What follows belongs to an exercise in optimizing a design on an open flow for a short achievable clock period and few clock cycles per item; a production flow would make more cautious choices.
The RTL was checked by simulation tests, not by an equivalence proof against the original design.
Power figures rest on the tool's default switching activity, not on a simulated workload.

`design.v`:
```
module x10_ctrl (
    input  wire [4:0] cam,
    input  wire       scan,
    input  wire [2:0] scnt,         
    input  wire [3:0] inact,        
    input  wire [2:0] scan_mult,
    input  wire [4:2] mx,
    input  wire       idle_scan,
    input  wire       idle_prio,
    input  wire [6:1] unit,
    input  wire       on,
    output wire [4:0] n_cam,
    output wire       n_scan,
    output wire [2:0] n_scnt,
    output wire [3:0] n_inact,
    output wire       call,
    output wire [2:0] call_slot
);
    localparam [3:0] INACT_LOAD = 4'd12;
    wire [4:0] ucam   = {unit[4:1], 1'b0};
    wire       u14    = |unit[4:1];
    wire       at_u   = |(cam & ucam);            
    wire       c_lo   = cam[0] | cam[1];
    wire       c_at_m = (mx[2] & cam[2]) | (mx[3] & cam[3]) | (mx[4] & cam[4]);
    wire [4:0] prev_c = {mx[4] & c_lo, cam[4] | (mx[3] & c_lo), cam[3] | (mx[2] & c_lo), cam[2], 1'b0};
    wire [4:0] next_c = {cam[3] & !mx[3], cam[2] & !mx[2], cam[1], cam[0] | c_at_m, 1'b0};
    wire sel_u   = u14 & on;                      
    wire policy  = u14 & !on & at_u;              
    wire sel_1   = policy & idle_prio;            
    wire sel_0   = unit[5] & !on;                 
    wire sel_p   = unit[6] & on;                  
    wire sel_n   = unit[6] & !on;                 
    wire any_sel = sel_u | sel_1 | sel_0 | unit[6];
    wire en_scan = (unit[5] & on) | (policy & idle_scan);    
    assign n_cam   = ({5{sel_u}} & ucam) | ({5{sel_1}} & 5'b00010) | ({5{sel_0}} & 5'b00001) |
                     ({5{sel_p}} & prev_c) | ({5{sel_n}} & next_c) | ({5{!any_sel}} & cam);
    assign n_scan  = !any_sel & (scan | en_scan);
    assign n_scnt  = (en_scan & !scan) ? scan_mult : scnt;
    assign n_inact = (|unit) ? INACT_LOAD : inact;
    assign call    = (sel_u & !at_u) | (sel_1 & !cam[1]) | (sel_0 & !cam[0]) | unit[6];
    wire [2:0] u_slot = {unit[4], unit[3] | unit[2], unit[3] | unit[1]};
    wire [2:0] p_slot = {prev_c[4], prev_c[3] | prev_c[2], prev_c[3] | prev_c[1]};
    wire [2:0] n_slot = {next_c[4], next_c[3] | next_c[2], next_c[3] | next_c[1]};
    assign call_slot = u14 ? (on ? u_slot : 3'd1) : unit[5] ? 3'd0 : on ? p_slot : n_slot;
endmodule
module x10_tick (
    input  wire [4:0] cam,
    input  wire       scan,
    input  wire [2:0] scnt,
    input  wire [3:0] inact,
    input  wire [2:0] scan_mult,
    input  wire [4:2] mx,
    input  wire       idle_scan,
    input  wire       idle_prio,
    output wire [4:0] n_cam,
    output wire       n_scan,
    output wire [2:0] n_scnt,
    output wire [3:0] n_inact,
    output wire       call,
    output wire [2:0] call_slot
);
    localparam [3:0] INACT_LOAD = 4'd12;
    wire [4:0] next_c = {cam[3] & !mx[3], cam[2] & !mx[2], cam[1],
                         cam[0] | (mx[2] & cam[2]) | (mx[3] & cam[3]) | (mx[4] & cam[4]), 1'b0};
    wire step    = scan & (scnt == 3'd0);         
    wire idle    = !scan & (inact == 4'd0);       
    wire sel_1   = idle & idle_prio;
    wire en_scan = idle & idle_scan;
    assign n_cam   = step ? next_c : sel_1 ? 5'b00010 : cam;
    assign n_scan  = scan | en_scan;
    assign n_scnt  = (step | en_scan) ? scan_mult : scan ? scnt - 3'd1 : scnt;
    assign n_inact = scan ? inact : idle ? INACT_LOAD : inact - 4'd1;
    assign call    = step | (sel_1 & !cam[1]);
    assign call_slot = scan ? {next_c[4], next_c[3] | next_c[2], next_c[3] | next_c[1]} : 3'd1;
endmodule
module x10_core (
    input  wire       clk,
    input  wire       rst,             
    input  wire       cfg_variant_b,   
    input  wire [2:0] cfg_sel,         
    input  wire [2:0] cfg_max,         
    input  wire [2:0] cfg_mult,        
    input  wire [3:0] cfg_house,       
    input  wire [1:0] cfg_idle,        
    input  wire       ev_valid,
    input  wire [1:0] ev_kind,         
    input  wire [7:0] ev_data,
    output wire       ev_ready,
    output reg        tx_valid,
    output reg  [7:0] tx_data,
    input  wire       tx_ready,
    output reg        od_valid,
    output reg  [2:0] od_slot,
    output reg  [2:0] mux_slot,
    output reg        rep_valid,
    output reg  [7:0] rep_byte,
    output reg        want_resync
);
    localparam EV_BYTE   = 2'd0;
    localparam EV_TICK   = 2'd1;
    localparam EV_RESYNC = 2'd2;
    localparam EV_RESUME = 2'd3;
    localparam IDLE_SCAN = 2'd0;
    localparam IDLE_PRIO = 2'd1;
    localparam M_READY  = 2'd0;    
    localparam M_TX     = 2'd1;    
    localparam M_EMIT   = 2'd2;    
    localparam M_REPLAY = 2'd3;    
    localparam A_IDLE    = 2'd0;
    localparam A_COLLECT = 2'd1;
    localparam A_DISCARD = 2'd2;
    localparam [3:0] RECOVERY_WINDOW = 4'd10;
    localparam [5:0] RESYNC_LAST     = 6'd59;    
    localparam [2:0] PRESCALE_LAST   = 3'd4;     
    localparam [3:0] INACT_LAST      = 4'd12;    
    function [3:0] raw_house_a(input [3:0] l);
        case (l)
            4'd0:  raw_house_a = 4'h6;  4'd1:  raw_house_a = 4'hE;
            4'd2:  raw_house_a = 4'h2;  4'd3:  raw_house_a = 4'hA;
            4'd4:  raw_house_a = 4'h1;  4'd5:  raw_house_a = 4'h9;
            4'd6:  raw_house_a = 4'h5;  4'd7:  raw_house_a = 4'hD;
            4'd8:  raw_house_a = 4'h7;  4'd9:  raw_house_a = 4'hF;
            4'd10: raw_house_a = 4'h3;  4'd11: raw_house_a = 4'hB;
            4'd12: raw_house_a = 4'h0;  4'd13: raw_house_a = 4'h8;
            4'd14: raw_house_a = 4'h4;  default: raw_house_a = 4'hC;
        endcase
    endfunction
    function [3:0] raw_house_b(input [3:0] l);
        case (l)
            4'd0:  raw_house_b = 4'h6;  4'd1:  raw_house_b = 4'h7;
            4'd2:  raw_house_b = 4'h4;  4'd3:  raw_house_b = 4'h5;
            4'd4:  raw_house_b = 4'h8;  4'd5:  raw_house_b = 4'h9;
            4'd6:  raw_house_b = 4'hA;  4'd7:  raw_house_b = 4'hB;
            4'd8:  raw_house_b = 4'hE;  4'd9:  raw_house_b = 4'hF;
            4'd10: raw_house_b = 4'hC;  4'd11: raw_house_b = 4'hD;
            4'd12: raw_house_b = 4'h0;  4'd13: raw_house_b = 4'h1;
            4'd14: raw_house_b = 4'h2;  default: raw_house_b = 4'h3;
        endcase
    endfunction
    function [6:1] dev_a(input [3:0] raw);
        case (raw)
            4'h6: dev_a = 6'b000001;
            4'hE: dev_a = 6'b000010;
            4'h2: dev_a = 6'b000100;
            4'hA: dev_a = 6'b001000;
            4'h1: dev_a = 6'b010000;
            4'h9: dev_a = 6'b100000;
            default: dev_a = 6'b000000;
        endcase
    endfunction
    function [6:0] unit_b(input [7:0] raw);
        case (raw)
            8'h00: unit_b = {1'b1, 6'b000001};
            8'h10: unit_b = {1'b1, 6'b000010};
            8'h08: unit_b = {1'b1, 6'b000100};
            8'h18: unit_b = {1'b1, 6'b001000};
            8'h40: unit_b = {1'b1, 6'b010000};
            8'h50: unit_b = {1'b1, 6'b100000};
            8'h20: unit_b = {1'b0, 6'b000001};
            8'h30: unit_b = {1'b0, 6'b000010};
            8'h28: unit_b = {1'b0, 6'b000100};
            8'h38: unit_b = {1'b0, 6'b001000};
            8'h60: unit_b = {1'b0, 6'b010000};
            8'h70: unit_b = {1'b0, 6'b100000};
            default: unit_b = 7'd0;
        endcase
    endfunction
    reg       variant_b;
    reg [3:0] raw_ha;           
    reg [3:0] raw_hb;           
    reg [4:2] max_cam;          
    reg [2:0] scan_mult;
    reg       idle_scan, idle_prio;
    reg [4:0] r_cam,   k_cam;
    reg       r_scan,  k_scan;
    reg [2:0] r_scnt,  k_scnt;
    reg [3:0] r_inact, k_inact;
    reg       rdy;
    reg       m_tx;             
    reg       m_emit;           
    reg       m_rep;            
    reg       rp_run;           
    reg       rp_pend;          
    reg       a_idle, a_col, a_disc;
    reg [3:0] a_rem;            
    reg       a_last;           
    reg       a_first;          
    reg [7:0] a_mask;           
    reg [6:1] a_unit;           
    reg       a_dirty;          
    reg [5:0] resync_left;      
    reg [2:0] q_slot [0:7];
    reg [3:0] q_n;
    reg [2:0] q_ptr;
    reg [2:0] q_last;
    reg [6:0] e_act [0:7];
    reg [3:0] e_n;
    reg [3:0] rp_cnt;
    reg [4:0] b_pos;            
    reg       b_mine;           
    reg       b_hit;            
    reg [7:0] b_u;
    reg [6:1] b_unit;           
    reg       b_on;
    reg       dup_valid;
    reg [7:0] dup_value;
    reg [2:0] prescale_left;    
    reg [2:0] tx_left;
    reg       tx_first;         
    reg       tx_c3, tx_9b;     
    assign ev_ready = rdy;
    wire [4:0] so_cam, sf_cam;
    wire [2:0] so_scnt, sf_scnt, so_slot, sf_slot;
    wire       so_scan, sf_scan, so_call, sf_call;
    wire [3:0] so_inact, sf_inact;
    x10_ctrl u_s_on (
        .cam(r_cam), .scan(r_scan), .scnt(r_scnt), .inact(r_inact),
        .scan_mult(scan_mult), .mx(max_cam), .idle_scan(idle_scan), .idle_prio(idle_prio),
        .unit(a_unit), .on(1'b1),
        .n_cam(so_cam), .n_scan(so_scan), .n_scnt(so_scnt), .n_inact(so_inact),
        .call(so_call), .call_slot(so_slot));
    x10_ctrl u_s_off (
        .cam(r_cam), .scan(r_scan), .scnt(r_scnt), .inact(r_inact),
        .scan_mult(scan_mult), .mx(max_cam), .idle_scan(idle_scan), .idle_prio(idle_prio),
        .unit(a_unit), .on(1'b0),
        .n_cam(sf_cam), .n_scan(sf_scan), .n_scnt(sf_scnt), .n_inact(sf_inact),
        .call(sf_call), .call_slot(sf_slot));
    wire [4:0] bb_cam;
    wire [2:0] bb_scnt, bb_slot;
    wire       bb_scan, bb_call;
    wire [3:0] bb_inact;
    x10_ctrl u_b (
        .cam(r_cam), .scan(r_scan), .scnt(r_scnt), .inact(r_inact),
        .scan_mult(scan_mult), .mx(max_cam), .idle_scan(idle_scan), .idle_prio(idle_prio),
        .unit(b_unit), .on(b_on),
        .n_cam(bb_cam), .n_scan(bb_scan), .n_scnt(bb_scnt), .n_inact(bb_inact),
        .call(bb_call), .call_slot(bb_slot));
    wire [6:0] rp_act = e_act[0];
    wire [4:0] rr_cam;
    wire [2:0] rr_scnt, rr_slot;
    wire       rr_scan, rr_call;
    wire [3:0] rr_inact;
    x10_ctrl u_rp (
        .cam(r_cam), .scan(r_scan), .scnt(r_scnt), .inact(r_inact),
        .scan_mult(scan_mult), .mx(max_cam), .idle_scan(idle_scan), .idle_prio(idle_prio),
        .unit(rp_act[5:0]), .on(rp_act[6]),
        .n_cam(rr_cam), .n_scan(rr_scan), .n_scnt(rr_scnt), .n_inact(rr_inact),
        .call(rr_call), .call_slot(rr_slot));
    wire [4:0] tr_cam, tk_cam;
    wire [2:0] tr_scnt, tk_scnt, tr_slot, tk_slot;
    wire       tr_scan, tk_scan, tr_call, tk_call;
    wire [3:0] tr_inact, tk_inact;
    x10_tick u_tr (
        .cam(r_cam), .scan(r_scan), .scnt(r_scnt), .inact(r_inact),
        .scan_mult(scan_mult), .mx(max_cam), .idle_scan(idle_scan), .idle_prio(idle_prio),
        .n_cam(tr_cam), .n_scan(tr_scan), .n_scnt(tr_scnt), .n_inact(tr_inact),
        .call(tr_call), .call_slot(tr_slot));
    x10_tick u_tk (
        .cam(k_cam), .scan(k_scan), .scnt(k_scnt), .inact(k_inact),
        .scan_mult(scan_mult), .mx(max_cam), .idle_scan(idle_scan), .idle_prio(idle_prio),
        .n_cam(tk_cam), .n_scan(tk_scan), .n_scnt(tk_scnt), .n_inact(tk_inact),
        .call(tk_call), .call_slot(tk_slot));
    wire       t_k     = a_col && !a_dirty;
    wire [4:0] t_cam   = t_k ? tk_cam   : tr_cam;
    wire       t_scan  = t_k ? tk_scan  : tr_scan;
    wire [2:0] t_scnt  = t_k ? tk_scnt  : tr_scnt;
    wire [3:0] t_inact = t_k ? tk_inact : tr_inact;
    wire       t_call  = t_k ? tk_call  : tr_call;
    wire [2:0] t_slot  = t_k ? tk_slot  : tr_slot;
    wire       init_prio = (cfg_idle == IDLE_PRIO);
    wire [2:0] init_slot = init_prio ? 3'd1 : cfg_sel;
    wire [4:0] init_cam  = init_prio ? 5'b00010 : (5'b00001 << cfg_sel);
    wire accept   = ev_valid && rdy;
    wire k_byte   = (ev_kind == EV_BYTE);
    wire k_tick   = (ev_kind == EV_TICK);
    wire e_byte   = accept && k_byte;
    wire e_tick   = accept && k_tick;
    wire e_resync = accept && (ev_kind == EV_RESYNC);
    wire e_resume = accept && (ev_kind == EV_RESUME);
    wire load     = rst || e_resume;
    wire d_5a   = (ev_data == 8'h5A);
    wire d_a5   = (ev_data == 8'hA5);
    wire d_hi0  = (ev_data[7:4] == 4'h0);
    wire d_len  = d_hi0 && (ev_data[3:0] != 4'h0) && (ev_data[3:0] <= 4'h9);
    wire d_tx   = d_5a || d_a5 || (ev_data == 8'h00);
    wire d_rep  = !(d_tx || (ev_data == 8'h55) || d_len);
    wire d_on   = (ev_data[3:0] == 4'h2);
    wire d_off  = (ev_data[3:0] == 4'h3);
    wire d_mine = (ev_data[7:4] == raw_ha);
    wire d_act  = d_mine && (d_on || d_off);
    wire d_call = d_mine && ((d_on && so_call) || (d_off && sf_call));
    wire d_ad   = (ev_data == 8'hAD);
    wire c_pay    = a_col && !a_first;
    wire c_func   = c_pay && a_mask[0] && (|a_unit);     
    wire c_sfunc  = c_func && !a_dirty;                  
    wire c_addr   = c_pay && !a_mask[0];
    wire c_fe_cl  = c_pay && a_last && !a_dirty;         
    wire c_fe_dt  = c_pay && a_last && a_dirty;          
    wire c_q0     = (q_n != 4'd0);
    wire c_q1     = (q_n == 4'd1);
    wire c_q2     = (q_n >= 4'd2);
    wire c_e0     = (e_n != 4'd0);
    wire [6:1] p_dev = dev_a(ev_data[3:0]) & {2'b11, max_cam[4], max_cam[4] | max_cam[3], 2'b11};
    wire [2:0] p_slot = ev_data[0] ? sf_slot : so_slot;
    wire [6:0] u_dec = unit_b(ev_data);
    wire c_b4   = b_pos[4] && b_mine && !b_hit;
    wire c_slow = !variant_b || (prescale_left == 3'd0);
    wire ev_slow  = e_tick && c_slow;
    wire ev_b     = e_byte && c_b4 && d_ad;
    wire ev_fe    = e_byte && c_fe_cl;
    wire ev_sact  = e_byte && c_sfunc && d_act;
    wire tx_start = e_byte && a_idle && d_tx;
    wire fe_emit  = ev_fe && (c_q2 || (c_q1 && c_func && d_call));
    wire fe_rep   = e_byte && c_fe_dt && (c_e0 || (c_func && d_act));
    always @(posedge clk) begin
        if (load) begin
            r_cam   <= init_cam;
            r_scan  <= (cfg_idle == IDLE_SCAN);
            r_scnt  <= cfg_mult;
            r_inact <= INACT_LAST;
        end else if (rp_run) begin
            r_cam   <= rr_cam;
            r_scan  <= rr_scan;
            r_scnt  <= rr_scnt;
            r_inact <= rr_inact;
        end else if (ev_slow) begin
            r_cam   <= t_cam;
            r_scan  <= t_scan;
            r_scnt  <= t_scnt;
            r_inact <= t_inact;
        end else if (ev_b) begin
            r_cam   <= bb_cam;
            r_scan  <= bb_scan;
            r_scnt  <= bb_scnt;
            r_inact <= bb_inact;
        end else if (ev_sact) begin
            r_cam   <= ev_data[0] ? sf_cam   : so_cam;
            r_scan  <= ev_data[0] ? sf_scan  : so_scan;
            r_scnt  <= ev_data[0] ? sf_scnt  : so_scnt;
            r_inact <= ev_data[0] ? sf_inact : so_inact;
        end
    end
    always @(posedge clk) begin
        if (!a_col) begin
            k_cam   <= r_cam;
            k_scan  <= r_scan;
            k_scnt  <= r_scnt;
            k_inact <= r_inact;
        end
    end
    wire od_next = load || m_emit || rp_pend || (ev_slow && t_call) ||
                   (ev_b && bb_call) || (ev_fe && (c_q0 || (c_func && d_call)));
    wire [2:0] r_slot   = {r_cam[4], r_cam[3] | r_cam[2], r_cam[3] | r_cam[1]};
    wire [2:0] k_slot   = {k_cam[4], k_cam[3] | k_cam[2], k_cam[3] | k_cam[1]};
    wire [2:0] hold     = (a_col && !a_dirty) ? k_slot : r_slot;
    wire [2:0] mux_b    = (c_b4 && d_ad && bb_call) ? bb_slot : hold;
    wire [2:0] mux_a    = !c_fe_cl ? hold : c_q0 ? q_slot[0] : (c_func && d_call) ? p_slot : hold;
    wire [2:0] mux_t    = (c_slow && t_call) ? t_slot : hold;
    wire [2:0] mux_ev   = (ev_kind == EV_TICK)   ? mux_t :
                          (ev_kind == EV_RESUME) ? init_slot :
                          (ev_kind == EV_RESYNC) ? hold :
                          variant_b ? mux_b : mux_a;
    wire [2:0] mux_d    = rst ? init_slot :
                          m_emit ? q_slot[q_ptr] :
                          m_rep ? r_slot :
                          (ev_valid && rdy) ? mux_ev : hold;
    wire [2:0] od_ev    = (ev_kind == EV_TICK)   ? t_slot :
                          (ev_kind == EV_RESUME) ? init_slot :
                          variant_b ? bb_slot : c_q0 ? q_slot[0] : p_slot;
    wire [2:0] od_d     = rst ? init_slot :
                          m_emit ? q_slot[q_ptr] :
                          m_rep ? r_slot : od_ev;
    always @(posedge clk) begin
        od_valid <= od_next;
        od_slot  <= od_d;
        mux_slot <= mux_d;
    end
    always @(posedge clk) begin
        if (load) begin
            rdy    <= 1'b1;
            m_tx   <= 1'b0;
            m_emit <= 1'b0;
            m_rep  <= 1'b0;
        end else if (rdy) begin
            rdy    <= !(tx_start || fe_emit || fe_rep);
            m_tx   <= tx_start;
            m_emit <= fe_emit;
            m_rep  <= fe_rep;
        end else if (m_tx) begin
            if (tx_ready && tx_left == 3'd1) begin
                rdy  <= 1'b1;
                m_tx <= 1'b0;
            end
        end else if (m_emit) begin
            if (q_ptr == q_last) begin
                rdy    <= 1'b1;
                m_emit <= 1'b0;
            end
        end else begin
            if (!rp_run) begin
                rdy   <= 1'b1;
                m_rep <= 1'b0;
            end
        end
    end
    always @(posedge clk) begin
        if (load)
            rp_run <= 1'b0;
        else if (rdy)
            rp_run <= fe_rep;
        else if (rp_run && rp_cnt == 4'd1)
            rp_run <= 1'b0;
        rp_pend <= !load && rp_run && rr_call;
    end
    always @(posedge clk) begin
        if (rst)
            tx_valid <= 1'b0;
        else if (tx_start)
            tx_valid <= 1'b1;
        else if (m_tx && tx_ready && tx_left == 3'd1)
            tx_valid <= 1'b0;
        if (!m_tx) begin
            tx_data  <= d_5a ? 8'hC3 : d_a5 ? 8'h9B : 8'h00;
            tx_left  <= d_a5 ? 3'd7 : 3'd1;
            tx_first <= 1'b1;
            tx_c3    <= d_5a;
            tx_9b    <= d_a5;
        end else begin
            tx_data  <= (tx_first && !tx_ready) ? (tx_c3 ? 8'hC3 : tx_9b ? 8'h9B : 8'h00) : 8'h00;
            if (tx_ready) begin
                tx_left  <= tx_left - 3'd1;
                tx_first <= 1'b0;
            end
        end
    end
    always @(posedge clk) begin
        rep_valid <= !rst && e_byte && a_idle && d_rep;
        rep_byte  <= ev_data;
    end
    integer i;
    always @(posedge clk) begin
        if (load) begin
            a_idle <= !cfg_variant_b;
            a_col  <= 1'b0;
            a_disc <= 1'b0;
            a_unit <= 6'd0;
        end else if (e_byte) begin
            if (a_idle && d_len) begin
                a_idle <= 1'b0;
                a_col  <= 1'b1;
            end else if (a_idle && d_rep) begin
                a_idle <= 1'b0;
                a_disc <= 1'b1;
            end else if ((a_col || a_disc) && a_last) begin
                a_idle <= 1'b1;
                a_col  <= 1'b0;
                a_disc <= 1'b0;
            end
            if (c_addr && d_mine)
                a_unit <= p_dev;
        end
        if (a_idle) begin
            a_rem  <= d_len ? ev_data[3:0] : RECOVERY_WINDOW;
            a_last <= d_len && (ev_data[3:0] == 4'd1);
        end else if (e_byte) begin
            a_rem  <= a_rem - 4'd1;
            a_last <= (a_rem == 4'd2);
        end
        if (a_idle)
            a_first <= 1'b1;
        else if (e_byte && a_col)
            a_first <= 1'b0;
        if (a_first)
            a_mask <= ev_data;
        else if (e_byte && c_pay)
            a_mask <= {1'b0, a_mask[7:1]};
        if (a_idle)
            a_dirty <= 1'b0;
        else if (e_tick && a_col)
            a_dirty <= 1'b1;
        if (a_idle)
            q_n <= 4'd0;
        else if (e_byte && c_sfunc && d_call)
            q_n <= q_n + 4'd1;
        if (c_pay)
            q_slot[q_n[2:0]] <= p_slot;
        if (!m_emit) begin
            q_ptr  <= 3'd1;
            q_last <= (c_func && d_call) ? q_n[2:0] : q_n[2:0] - 3'd1;
        end else begin
            q_ptr  <= q_ptr + 3'd1;
        end
        if (a_idle)
            e_n <= 4'd0;
        else if (e_byte && c_func && d_act)
            e_n <= e_n + 4'd1;
        if (m_rep) begin
            for (i = 0; i < 7; i = i + 1)
                e_act[i] <= e_act[i + 1];
        end else if (c_pay)
            e_act[e_n[2:0]] <= {d_on, a_unit};
        if (!m_rep)
            rp_cnt <= (c_func && d_act) ? e_n + 4'd1 : e_n;
        else
            rp_cnt <= rp_cnt - 4'd1;
        if (load) begin
            resync_left <= RESYNC_LAST;
            want_resync <= 1'b0;
        end else if (e_tick && !variant_b) begin
            if (resync_left == 6'd0) begin
                want_resync <= 1'b1;
                resync_left <= RESYNC_LAST;
            end else begin
                resync_left <= resync_left - 6'd1;
            end
        end else if (e_resync && a_idle)
            want_resync <= 1'b0;
    end
    always @(posedge clk) begin
        if (load)
            b_pos <= {4'b0000, cfg_variant_b};
        else if (e_byte && variant_b) begin
            b_pos[0] <= (b_pos[0] && ev_data != 8'hD5) || (b_pos[1] && ev_data != 8'hAA) || b_pos[4];
            b_pos[1] <= b_pos[0] && ev_data == 8'hD5;
            b_pos[2] <= b_pos[1] && ev_data == 8'hAA;
            b_pos[3] <= b_pos[2];
            b_pos[4] <= b_pos[3];
        end
        if (b_pos[2])
            b_mine <= (ev_data[7:4] == raw_hb);
        if (b_pos[3]) begin
            b_u    <= ev_data;
            b_on   <= u_dec[6];
            b_unit <= u_dec[5:0] & {2'b11, max_cam[4], max_cam[4] | max_cam[3], 2'b11};
        end
        if (b_pos[3])
            b_hit <= dup_valid && (dup_value == ev_data);
        else if (e_tick)
            b_hit <= 1'b0;
        if (load)
            dup_valid <= 1'b0;
        else if (e_tick)
            dup_valid <= 1'b0;
        else if (ev_b)
            dup_valid <= 1'b1;
        if (ev_b)
            dup_value <= b_u;
        if (load)
            prescale_left <= PRESCALE_LAST;
        else if (e_tick && variant_b)
            prescale_left <= (prescale_left == 3'd0) ? PRESCALE_LAST : prescale_left - 3'd1;
    end
    always @(posedge clk) begin
        if (load) begin
            variant_b <= cfg_variant_b;
            raw_ha    <= raw_house_a(cfg_house);
            raw_hb    <= raw_house_b(cfg_house);
            max_cam   <= {cfg_max == 3'd4, cfg_max == 3'd3, cfg_max == 3'd2};
            scan_mult <= cfg_mult;
            idle_scan <= (cfg_idle == IDLE_SCAN);
            idle_prio <= (cfg_idle == IDLE_PRIO);
        end
    end
endmodule
```
`constraint.sdc`:
```
create_clock -name core_clock -period 5.0 [get_ports {clk}]
set_input_delay 1.0000 -clock core_clock [delete_from_list [all_inputs] [get_ports {clk}]]
set_output_delay 1.0000 -clock core_clock [all_outputs]
set_load 0.01 [all_outputs]
```
`run.sh`:
```
#!/bin/bash
# synth_recipe.tcl (not shown) runs the flow's synth.tcl, then flattens the netlist and writes it again
# the make line also repeats each setting of config.mk as NAME=value (left out here)
make -C /OpenROAD-flow-scripts/flow DESIGN_CONFIG=/design/flow/config.mk WORK_HOME=/design/flow/orfs CLKGATE_MAP_FILE= SYNTH_SCRIPT=/design/flow/synth_recipe.tcl finish
```
`config.mk`:
```
export PLATFORM = sky130hd
export DESIGN_NAME = x10_core
export DESIGN_NICKNAME = x10_core
export VERILOG_FILES = /design/flow/design.v
export SDC_FILE = /design/flow/constraint.sdc
export NUM_CORES = 4
export LEC_CHECK = 0
export ABC_AREA = 1
export CAP_MARGIN = 20
export CORE_MARGIN = 2
export CORE_UTILIZATION = 40
export SETUP_SLACK_MARGIN = 3.0
export SLEW_MARGIN = 20
```
==> results.cfg, run 1 <==
[global_route]
grt_max_degree = 19
overall_global_routing_usage = 0.239
vias_in_the_first_global_route = 11195
initial_antenna_violation_count = 0
grt_ovf = 0
grt_pass1_wl_mm = 62.0
groute.layer.met3.usage = 0.0397
grt_use_met2 = 0.379
globalRoute.busiestLayer = met2
use_met1 = 0.322

[pwr]
cellInternalPower_mw = 3.54
seq_power_share = 0.453
power.share.combinational = 0.146
clkPwrFrac = 0.400
peakVddDrop_mv = 0.238
power.switching_mw = 1.25
power.static_leakage_nw = 7.24
switching_share = 0.261
power_density_mw_per_mm2 = 274

[critical_path]
timing.critical_path.from_type = flip-flop
critical_path_arrival_ns = 2.88
cp_max_fo = 4
worst_path_max_delay_cell = edfxtp_1
criticalPathCategory = reg -> reg
critical_path_source = r_cam[0]
required_ns = 5.43
cell_seen_most_often_among_critical_path_stages = nand2_1
rr_startpoint = r_cam[0]
path_cells = buf_4, inv_4, nand2_2, a21oi_4, nand2_2, o21ai_1, nor2_1, o21ai_2, nand3_1, nand2_1, nand2_1, nand2_1, nand2_1, nand2_1, nand2_1, nand2_1, nand2_1, nand2_1, nand2_1, nand2_1, nand2_1
setup.worst_path.end_class = flip-flop
reg2reg_depth = 21
critical_path.reg2reg.endpoint = mux_slot[0]
reg2reg_setup_slack_ns = 2.56
timing.critical_path.slowest_cell_delay_ns = 0.41

[cells_and_area]
finalNetCount = 1802
multi_input_area_sq_mm = 0.00641
seq_area_sq_mm = 0.00635
antenna_cells_inserted = 0
fillCellCount = 2617
syn2layout_area_growth_pct = 39.7
post_route_cells_drive_above_1_share = 0.344

[run_status]
outcome = timing/DRC/antenna clean

[timing]
timing_worst_slew_pin_value_ns = 0.782
fin_hold_ws_ns = 0.419
fin_worst_skew_ns = 0.0166
pins_over_their_slew_limit = 0
period_share = 0.489
timing.max_slew.rel_slack = 0.479
final_critical_path_setup_slack_ns = 2.56
max_clock_freq_mhz = 409
setup_viol = 0
final-hold-violation-count = 0
tns_ns = 0
rsz_0062_raised_after_global_routing = true
period_minus_slack_ns = 2.44

[routing]
post-route-drc-count = 0
drt-total-wl_mm = 40.9
detail_route.iter0.violations = 1261
vias_per_cell = 5.48
ant_nets = 0
detail_route.wl_per_cell_microns = 18.9
num_vias = 11836
firstDrtPassIters = 6

[floorplanning]
initial_core_util = 0.408
die_area_sq_mm = 0.0327
core_area_sq_mm = 0.0307
die_boundary_height_microns = 181
fp.dieW_microns = 181
pin_count = 57
core.rowCount = 64

[yosys]
yosys.area.top_type = edfxtp_1
yosys_warnings = 1
synth_top_cells_by_area = edfxtp_1 (39%), dfxtp_1 (11%), nand2_1 (11%), inv_1 (5.0%), o21ai_0 (4.6%)
netlist-cell-type-count = 64
netlist_area_sq_mm = 0.0125
yosys.area.top_type_share = 0.391
ys_seq_elements = 234
synth-edff-count = 163
post_synth_inst_count = 1478
synth_async_sr_flop_share = 0
syn_avg_cell_area_sq_um = 8.47
seq_area_frac_synth = 0.505
synth_flop_type = edfxtp_1

[min_path]
hold-path-cell-count = 0
worst_hold_endpoint = dup_value[4]
worst_hold_startpoint = b_u[4]
holdCritPathClass = reg -> reg

[clocking]
cts.hold.buffers_added = 0
clkTransAtPathRegs_ns = 0.06
cts_sinks = 234
clock_path_buffers = 3
tritoncts = yes
clock_latency_ns = 0.56
cts_buffers = 26
ctsRootBufferMaster = clkbuf_16
cts_max_level = 1

[placement]
dp_worst_setup_slack_ns = 1.09
dp_hpwl_mm = 26.5
port-buffer-count = 54
place.gp.congestion = 0.961

[job]
max_cap_viol = 0
-- power by group through the flow --
stage,Sequential (mW),Clock (mW),Combinational [mW]
floorplan,2.20,0,0.291
finish,2.17,1.92,0.702
global route,2.18,2.03,0.745
global placement,2.22,0,0.430
CTS,2.17,1.95,0.599
detailed placement,2.23,0,0.432
-- flip-flops by register name, summed over array words and instances (netlist names), 6 cells and up --
| register | count |
|---|---|
| a_mask | 8 |
| b_u | 8 |
| resync_left | 6 |
| e_act | 56 |
| a_unit | 6 |
| rep_byte | 8 |
| q_slot | 24 |
| b_unit | 6 |
| dup_value | 8 |
-- synth_stat cells, drive strengths merged, types with 2 or more instances --
cell     number
mux2i         4
o211ai       11
edfxtp      163
dfxtp        71
a22oi         4
a221oi        4
a311oi        2
nand3b        2
o22ai        11
xor2         16
nand2       378
o221ai       12
o21a          2
a21oi        77
nor2        153
clkinv        2
clkbuf       21
a21boi        3
o311ai        3
a211oi       12
nand4        14
o21ai       131
nand3        64
a41oi         3
ha           27
o32ai         2
nor3b         2
a22o          2
or2           3
o31ai         6
a31oi        12
xnor2         7
nor3         30
inv         187
buf          19
nor4          8
o2111ai       3
-- through the flow --
stage | total power, mW | std cells | utilization | area, sq um
floorplan | 2.49 | 1479 | - | 12900
global placement | 2.65 | 1896 | 0.445 | 13600
detailed placement | 2.66 | 1896 | 0.445 | 13600
CTS | 4.72 | 2100 | 0.535 | 16400
global route | 4.95 | 2161 | 0.570 | 17500
finish | 4.79 | 2161 | 0.570 | 17500
-- routing by layer --
layer,up-vias,part of all wire
met2,539,0.45
met1,5601,0.42
li1,5569,-
met5,-,0
met3,127,0.078
met4,0,0.046
-- critical path: cells and delay by family (launching register included) --
kind / cells / cell delay [ns]
AO/OA/AOI/OAI: 3 / 0.64
buffers and inverters: 2 / 0.22
flip-flops: 1 / 0.41
AND/OR/NAND/NOR: 16 / 1.05
-- cells in the final DEF, fill, tap and decap left out, types with 13 or more instances in the layout --
cell / n
nand2_1: 334
buf_4: 173
edfxtp_1: 163
inv_1: 123
nor2_1: 99
o21ai_0: 76
dfxtp_1: 55
buf_6: 54
a21oi_1: 53
nor2_4: 44
nand3_1: 42
inv_2: 37
nand2_2: 31
o21ai_1: 28
clkbuf_16: 28
ha_1: 27
o21ai_2: 25
a21oi_2: 20
inv_4: 19
nand3_2: 17
clkdlybuf4s50_1: 17
nor3_1: 16
xor2_1: 16
nand4_1: 14
buf_12: 13
-- worst max path at each step --
| stage | to | slack [ns] | depth (start not counted) |
|---|---|---|---|
| finish | mux_slot[0] | 2.56 | 21 |
| global route | mux_slot[0] | 2.43 | 16 |
| CTS | r_scnt[2] | 2.60 | 11 |
| detailed placement | r_scnt[2] | 1.09 | 9 |
| global placement | r_scnt[0] | 1.17 | 9 |
| floorplan | r_scnt[0] | 2.30 | 10 |
-- cell type report --
cell class,count,share of cell area
sequential,234,0.363
tap,396,0.0284
inverter,189,0.0471
timing repair inverter,3,0.00122
timing repair buffer,274,0.144
clock buffer,33,0.0411
clock inverter,15,0.00866
multi-input combinational,1017,0.367
-- what timing repair did --
item / CTS / global route
gates resized for setup: 396 / 152
gates cloned: 4 / 2
endpoints found under the setup margin: 268 / 176
buffers inserted: 152 / 59
pin swaps: 79 / 73
-- kinds of logic (layout without fill, tap and decap cells) --
logic type	after synthesis	count (layout)	share of synthesized area
fa+ha+maj	27	27	0.0270
mux	4	4	0.00320
flops	234	234	0.505
other cells	1	2	0.000300
compound gates	305	305	0.145
simple gates	655	656	0.227
xor+xnor	23	23	0.0161
buf+inv	229	514	0.0767
Testbench counts, summed over its fixed seeds: cycles 24,651, events 24,000.
==> run 2: changes to the inputs <==
--- a/design.v
+++ b/design.v
@@ -190,9 +190,11 @@
     reg       a_dirty;          
     reg [5:0] resync_left;      
     reg [2:0] q_slot [0:7];
-    reg [3:0] q_n;
-    reg [2:0] q_ptr;
-    reg [2:0] q_last;
+    reg [3:0] q_n;              
+    reg [2:0] q_ptr;            
+    reg [3:0] q_rem;            
+    reg       pend;
+    reg       pend_on;
     reg [6:0] e_act [0:7];
     reg [3:0] e_n;
     reg [3:0] rp_cnt;
@@ -206,25 +208,17 @@
     reg [7:0] dup_value;
     reg [2:0] prescale_left;    
     reg [2:0] tx_left;
-    reg       tx_first;         
-    reg       tx_c3, tx_9b;     
     assign ev_ready = rdy;
-    wire [4:0] so_cam, sf_cam;
-    wire [2:0] so_scnt, sf_scnt, so_slot, sf_slot;
-    wire       so_scan, sf_scan, so_call, sf_call;
-    wire [3:0] so_inact, sf_inact;
-    x10_ctrl u_s_on (
+    wire [4:0] ap_cam;
+    wire [2:0] ap_scnt, ap_slot;
+    wire       ap_scan, ap_call;
+    wire [3:0] ap_inact;
+    x10_ctrl u_ap (
         .cam(r_cam), .scan(r_scan), .scnt(r_scnt), .inact(r_inact),
         .scan_mult(scan_mult), .mx(max_cam), .idle_scan(idle_scan), .idle_prio(idle_prio),
-        .unit(a_unit), .on(1'b1),
-        .n_cam(so_cam), .n_scan(so_scan), .n_scnt(so_scnt), .n_inact(so_inact),
-        .call(so_call), .call_slot(so_slot));
-    x10_ctrl u_s_off (
-        .cam(r_cam), .scan(r_scan), .scnt(r_scnt), .inact(r_inact),
-        .scan_mult(scan_mult), .mx(max_cam), .idle_scan(idle_scan), .idle_prio(idle_prio),
-        .unit(a_unit), .on(1'b0),
-        .n_cam(sf_cam), .n_scan(sf_scan), .n_scnt(sf_scnt), .n_inact(sf_inact),
-        .call(sf_call), .call_slot(sf_slot));
+        .unit(a_unit), .on(pend_on),
+        .n_cam(ap_cam), .n_scan(ap_scan), .n_scnt(ap_scnt), .n_inact(ap_inact),
+        .call(ap_call), .call_slot(ap_slot));
     wire [4:0] bb_cam;
     wire [2:0] bb_scnt, bb_slot;
     wire       bb_scan, bb_call;
@@ -288,7 +282,6 @@
     wire d_off  = (ev_data[3:0] == 4'h3);
     wire d_mine = (ev_data[7:4] == raw_ha);
     wire d_act  = d_mine && (d_on || d_off);
-    wire d_call = d_mine && ((d_on && so_call) || (d_off && sf_call));
     wire d_ad   = (ev_data == 8'hAD);
     wire c_pay    = a_col && !a_first;
     wire c_func   = c_pay && a_mask[0] && (|a_unit);     
@@ -296,12 +289,8 @@
     wire c_addr   = c_pay && !a_mask[0];
     wire c_fe_cl  = c_pay && a_last && !a_dirty;         
     wire c_fe_dt  = c_pay && a_last && a_dirty;          
-    wire c_q0     = (q_n != 4'd0);
-    wire c_q1     = (q_n == 4'd1);
-    wire c_q2     = (q_n >= 4'd2);
     wire c_e0     = (e_n != 4'd0);
     wire [6:1] p_dev = dev_a(ev_data[3:0]) & {2'b11, max_cam[4], max_cam[4] | max_cam[3], 2'b11};
-    wire [2:0] p_slot = ev_data[0] ? sf_slot : so_slot;
     wire [6:0] u_dec = unit_b(ev_data);
     wire c_b4   = b_pos[4] && b_mine && !b_hit;
     wire c_slow = !variant_b || (prescale_left == 3'd0);
@@ -309,8 +298,14 @@
     wire ev_b     = e_byte && c_b4 && d_ad;
     wire ev_fe    = e_byte && c_fe_cl;
     wire ev_sact  = e_byte && c_sfunc && d_act;
+    wire       ap_callp  = pend && ap_call;
+    wire       q_any     = (q_rem != 4'd0);
+    wire       emit_ok   = q_any || ap_callp;
+    wire [2:0] emit_slot = q_any ? q_slot[q_ptr] : ap_slot;
+    wire       emit      = emit_ok && (m_emit || ev_fe);
+    wire       q_done    = !q_any || (q_rem == 4'd1 && !ap_callp);
     wire tx_start = e_byte && a_idle && d_tx;
-    wire fe_emit  = ev_fe && (c_q2 || (c_q1 && c_func && d_call));
+    wire fe_emit  = ev_fe && (!q_done || (c_sfunc && d_act));
     wire fe_rep   = e_byte && c_fe_dt && (c_e0 || (c_func && d_act));
     always @(posedge clk) begin
         if (load) begin
@@ -333,11 +328,11 @@
             r_scan  <= bb_scan;
             r_scnt  <= bb_scnt;
             r_inact <= bb_inact;
-        end else if (ev_sact) begin
-            r_cam   <= ev_data[0] ? sf_cam   : so_cam;
-            r_scan  <= ev_data[0] ? sf_scan  : so_scan;
-            r_scnt  <= ev_data[0] ? sf_scnt  : so_scnt;
-            r_inact <= ev_data[0] ? sf_inact : so_inact;
+        end else if (pend) begin
+            r_cam   <= ap_cam;
+            r_scan  <= ap_scan;
+            r_scnt  <= ap_scnt;
+            r_inact <= ap_inact;
         end
     end
     always @(posedge clk) begin
@@ -348,27 +343,25 @@
             k_inact <= r_inact;
         end
     end
-    wire od_next = load || m_emit || rp_pend || (ev_slow && t_call) ||
-                   (ev_b && bb_call) || (ev_fe && (c_q0 || (c_func && d_call)));
+    wire od_next = load || rp_pend || (ev_slow && t_call) ||
+                   (ev_b && bb_call) || emit;
     wire [2:0] r_slot   = {r_cam[4], r_cam[3] | r_cam[2], r_cam[3] | r_cam[1]};
-    wire [2:0] k_slot   = {k_cam[4], k_cam[3] | k_cam[2], k_cam[3] | k_cam[1]};
-    wire [2:0] hold     = (a_col && !a_dirty) ? k_slot : r_slot;
-    wire [2:0] mux_b    = (c_b4 && d_ad && bb_call) ? bb_slot : hold;
-    wire [2:0] mux_a    = !c_fe_cl ? hold : c_q0 ? q_slot[0] : (c_func && d_call) ? p_slot : hold;
-    wire [2:0] mux_t    = (c_slow && t_call) ? t_slot : hold;
+    wire [2:0] mux_b    = (c_b4 && d_ad && bb_call) ? bb_slot : mux_slot;
+    wire [2:0] mux_a    = (c_fe_cl && emit_ok) ? emit_slot : mux_slot;
+    wire [2:0] mux_t    = (c_slow && t_call) ? t_slot : mux_slot;
     wire [2:0] mux_ev   = (ev_kind == EV_TICK)   ? mux_t :
                           (ev_kind == EV_RESUME) ? init_slot :
-                          (ev_kind == EV_RESYNC) ? hold :
+                          (ev_kind == EV_RESYNC) ? mux_slot :
                           variant_b ? mux_b : mux_a;
     wire [2:0] mux_d    = rst ? init_slot :
-                          m_emit ? q_slot[q_ptr] :
+                          m_emit ? (emit_ok ? emit_slot : mux_slot) :
                           m_rep ? r_slot :
-                          (ev_valid && rdy) ? mux_ev : hold;
+                          (ev_valid && rdy) ? mux_ev : mux_slot;
     wire [2:0] od_ev    = (ev_kind == EV_TICK)   ? t_slot :
                           (ev_kind == EV_RESUME) ? init_slot :
-                          variant_b ? bb_slot : c_q0 ? q_slot[0] : p_slot;
+                          variant_b ? bb_slot : emit_slot;
     wire [2:0] od_d     = rst ? init_slot :
-                          m_emit ? q_slot[q_ptr] :
+                          m_emit ? emit_slot :
                           m_rep ? r_slot : od_ev;
     always @(posedge clk) begin
         od_valid <= od_next;
@@ -392,7 +385,7 @@
                 m_tx <= 1'b0;
             end
         end else if (m_emit) begin
-            if (q_ptr == q_last) begin
+            if (q_done) begin
                 rdy    <= 1'b1;
                 m_emit <= 1'b0;
             end
@@ -420,17 +413,11 @@
         else if (m_tx && tx_ready && tx_left == 3'd1)
             tx_valid <= 1'b0;
         if (!m_tx) begin
-            tx_data  <= d_5a ? 8'hC3 : d_a5 ? 8'h9B : 8'h00;
-            tx_left  <= d_a5 ? 3'd7 : 3'd1;
-            tx_first <= 1'b1;
-            tx_c3    <= d_5a;
-            tx_9b    <= d_a5;
-        end else begin
-            tx_data  <= (tx_first && !tx_ready) ? (tx_c3 ? 8'hC3 : tx_9b ? 8'h9B : 8'h00) : 8'h00;
-            if (tx_ready) begin
-                tx_left  <= tx_left - 3'd1;
-                tx_first <= 1'b0;
-            end
+            tx_data <= d_5a ? 8'hC3 : d_a5 ? 8'h9B : 8'h00;
+            tx_left <= d_a5 ? 3'd7 : 3'd1;
+        end else if (tx_ready) begin
+            tx_data <= 8'h00;
+            tx_left <= tx_left - 3'd1;
         end
     end
     always @(posedge clk) begin
@@ -478,18 +465,24 @@
             a_dirty <= 1'b0;
         else if (e_tick && a_col)
             a_dirty <= 1'b1;
-        if (a_idle)
-            q_n <= 4'd0;
-        else if (e_byte && c_sfunc && d_call)
-            q_n <= q_n + 4'd1;
-        if (c_pay)
-            q_slot[q_n[2:0]] <= p_slot;
-        if (!m_emit) begin
-            q_ptr  <= 3'd1;
-            q_last <= (c_func && d_call) ? q_n[2:0] : q_n[2:0] - 3'd1;
+        if (a_idle && rdy) begin
+            q_n   <= 4'd0;
+            q_ptr <= 3'd0;
+            q_rem <= 4'd0;
         end else begin
-            q_ptr  <= q_ptr + 3'd1;
+            if (ap_callp)
+                q_n <= q_n + 4'd1;
+            if (emit)
+                q_ptr <= q_ptr + 3'd1;
+            if (ap_callp && !emit)
+                q_rem <= q_rem + 4'd1;
+            else if (!ap_callp && emit)
+                q_rem <= q_rem - 4'd1;
         end
+        if (pend)
+            q_slot[q_n[2:0]] <= ap_slot;
+        pend    <= !load && ev_sact;
+        pend_on <= d_on;
         if (a_idle)
             e_n <= 4'd0;
         else if (e_byte && c_func && d_act)
==> run 2 against run 1 <==
Effect of this change: register-to-register slack better by 0.23 ns; via count is 10% lower; sequential power hardly changed; synthesized cell count is 5.1% lower; non-clock buffer count is 82 lower; worst hold slack better by 0.0018 ns; area after synthesis is 3.3% lower; setup slack better by 0.22 ns; critical endpoint is now r_scnt[0].
==> results.cfg, run 2 <==
[pwr]
cellInternalPower_mw = 3.40
power.static_leakage_nw = 6.47
power_density_mw_per_mm2 = 285
peakVddDrop_mv = 0.283
power.switching_mw = 1.11
seq_power_share = 0.484
power.share.combinational = 0.116
switching_share = 0.246
clkPwrFrac = 0.399

[routing]
drt-total-wl_mm = 35.2
detail_route.iter0.violations = 891
num_vias = 10602
post-route-drc-count = 0
detail_route.wl_per_cell_microns = 17.6
vias_per_cell = 5.30
firstDrtPassIters = 7
ant_nets = 0

[timing]
final-hold-violation-count = 0
pins_over_their_slew_limit = 0
fin_worst_skew_ns = 0.0249
max_clock_freq_mhz = 450
setup_viol = 0
period_share = 0.445
rsz_0062_raised_after_global_routing = true
timing.max_slew.rel_slack = 0.506
fin_hold_ws_ns = 0.421
tns_ns = 0
period_minus_slack_ns = 2.22
final_critical_path_setup_slack_ns = 2.78
timing_worst_slew_pin_value_ns = 0.740

[global_route]
initial_antenna_violation_count = 0
grt_max_degree = 22
overall_global_routing_usage = 0.221
vias_in_the_first_global_route = 10106
grt_ovf = 0
grt_pass1_wl_mm = 54.0

[job]
max_cap_viol = 0

[floorplanning]
die_boundary_height_microns = 178
pin_count = 57
die_area_sq_mm = 0.0317
core.rowCount = 63
core_area_sq_mm = 0.0297
fp.dieW_microns = 178
initial_core_util = 0.407

[clocking]
clkTransAtPathRegs_ns = 0.06
cts_sinks = 236
cts_max_level = 1
cts.hold.buffers_added = 0
cts_buffers = 26
clock_latency_ns = 0.55
clock_path_buffers = 3
ctsRootBufferMaster = clkbuf_16
tritoncts = yes

[cells_and_area]
seq_area_sq_mm = 0.00639
max_ffs_per_register = 56
antenna_cells_inserted = 0
finalNetCount = 1645
fillCellCount = 2678
final_common_cell = nand2_1
top_register = e_act
post_route_cells_drive_above_1_share = 0.278
design_area_sq_mm = 0.0158
syn2layout_area_growth_pct = 30.6
final-instance-count-excl-fill = 1999
layout.cells.most_common_list = nand2_1 (303), edfxtp_1 (164), buf_4 (121)
multi_input_area_sq_mm = 0.00577

[critical_path]
criticalPathCategory = in -> reg
timing.critical_path.from_type = input pin
critical_path_arrival_ns = 2.44
setup.worst_path.end_class = flip-flop
required_ns = 5.22
cp_max_fo = 5

[yosys]
netlist_area_sq_mm = 0.0121
post_synth_inst_count = 1403
yosys.area.top_type_share = 0.407
synth-edff-count = 164
syn_avg_cell_area_sq_um = 8.62
yosys.area.top_type = edfxtp_1
yosys_warnings = 1
seq_area_frac_synth = 0.526
synth_async_sr_flop_share = 0
synth_flop_type = edfxtp_1
synth_top_cells_by_area = edfxtp_1 (41%), dfxtp_1 (12%), nand2_1 (11%), inv_1 (4.5%), o21ai_0 (4.3%)
ys_seq_elements = 236
netlist-cell-type-count = 55
ys_top_cells_by_count = nand2_1 (349), edfxtp_1 (164), inv_1 (144), nor2_1 (130), o21ai_0 (104)
post-synth-top-count-cell = nand2_1

[run_status]
outcome = timing/DRC/antenna clean

[placement]
dp_hpwl_mm = 24.4
port-buffer-count = 54
placed_cells_incl_taps = 1815
dpl-instance-area_sq_mm = 0.0131
dp_worst_setup_slack_ns = 1.28
place.gp.congestion = 0.984

[min_path]
holdCritPathClass = reg -> reg
-- run 2: cell families after synthesis --
group                    share of synthesized area
other                                     0.000310
AO/OA/AOI/OAI                                0.126
AND/OR/NAND/NOR                              0.237
adder cells (fa/ha/maj)                     0.0269
XOR/XNOR                                    0.0174
flip-flops                                   0.526
buffers and inverters                       0.0655
-- run 2: layout make-up --
| type | count | share of cell area |
|---|---|---|
| clock buffers | 44 | 0.0486 |
| clock inverters | 4 | 0.00198 |
| inverters | 163 | 0.0439 |
| multi-input cells | 969 | 0.365 |
| flip-flops and latches | 236 | 0.404 |
| well taps | 390 | 0.0309 |
| repair buffers | 192 | 0.105 |
| repair inverters | 1 | 0.000317 |
-- run 2: routing by layer --
layer | routed length, microns | vias to the layer above | global-route usage | part of all wire
li1 | - | 5158 | - | -
met1 | 15200 | 4906 | 0.290 | 0.43
met4 | 1620 | 0 | 0.0936 | 0.046
met5 | 0 | - | 0 | 0
met2 | 16100 | 420 | 0.359 | 0.46
met3 | 2300 | 118 | 0.0377 | 0.065
-- run 2: final timing paths --
kind	from	endpoint	slack (ns)	cells after the start
max	ev_kind[0]	r_scnt[0]	2.78	8
min reg2reg	b_u[7]	dup_value[7]	0.42	0
max reg2reg	r_cam[1]	q_rem[1]	2.79	13
min	b_u[7]	dup_value[7]	0.42	0
-- run 2: metrics by stage --
step / util / total power, mW
3_3_place_gp: 0.442 / 2.58
3_5_place_dp: 0.442 / 2.58
5_1_grt: 0.532 / 4.66
4_1_cts: 0.501 / 4.45
2_1_floorplan: - / 2.43
6_report: 0.532 / 4.51
-- run 2: power by group through the flow --
stage / registers (mW) / logic (mW) / clock network [mW]
after floorplan: 2.21 / 0.220 / 0
after global placement: 2.24 / 0.341 / 0
after detailed placement: 2.24 / 0.342 / 0
after CTS: 2.19 / 0.440 / 1.83
after global routing: 2.19 / 0.563 / 1.91
final: 2.18 / 0.525 / 1.80
-- run 2: repair_timing --
action                     4_1_cts  5_1_grt
pin swaps                       42       54
cloned                           1        1
setup endpoints to repair      303      159
buffers inserted                72       62
resized for setup              325      111
-- run 2: critical path, stage by stage --
cell	delay (ns)
buf_8	0.13
nor3_4	0.31
nand4_1	0.30
nand2_2	0.26
nor2_4	0.06
nand2_1	0.08
nand3_2	0.09
nor3_4	0.20
Testbench counts of run 2, summed over its fixed seeds: cycles 24,726, events 24,000.

==> re-timing with driven ports <==
No port has a modelled driver above. Below, the same layouts with a new extraction and two added sets of constraints.
Step 1 sets driving cells, clkbuf_16 on the clock port and buf_2 on the other inputs (assumed; they add their load-dependent delay and slew).
Step 2 also shifts input and output timing later by t, the mid clock arrival at the registers, as if the neighbouring blocks saw the same clock.
Three values: ideal, step 1, step 2; two values: the first two.
| run | t (ns) | setup slack, ns | worst setup path after step 2 | worst register clock-pin slew, ns | cell pins on the clock port's net |
|---|---|---|---|---|---|
| run 1 | 0.595 | 2.557 / 2.535 / 1.939 | input to register | 0.06 / 0.06 | 1 |
| run 2 | 0.587 | 2.776 / 2.765 / 2.178 | input to register | 0.07 / 0.07 | 1 |
After both steps every run listed still meets setup and hold. For run 1, which loses most, drivers alone change the setup slack by -0.022 ns; drivers and shift together by -0.618 ns.
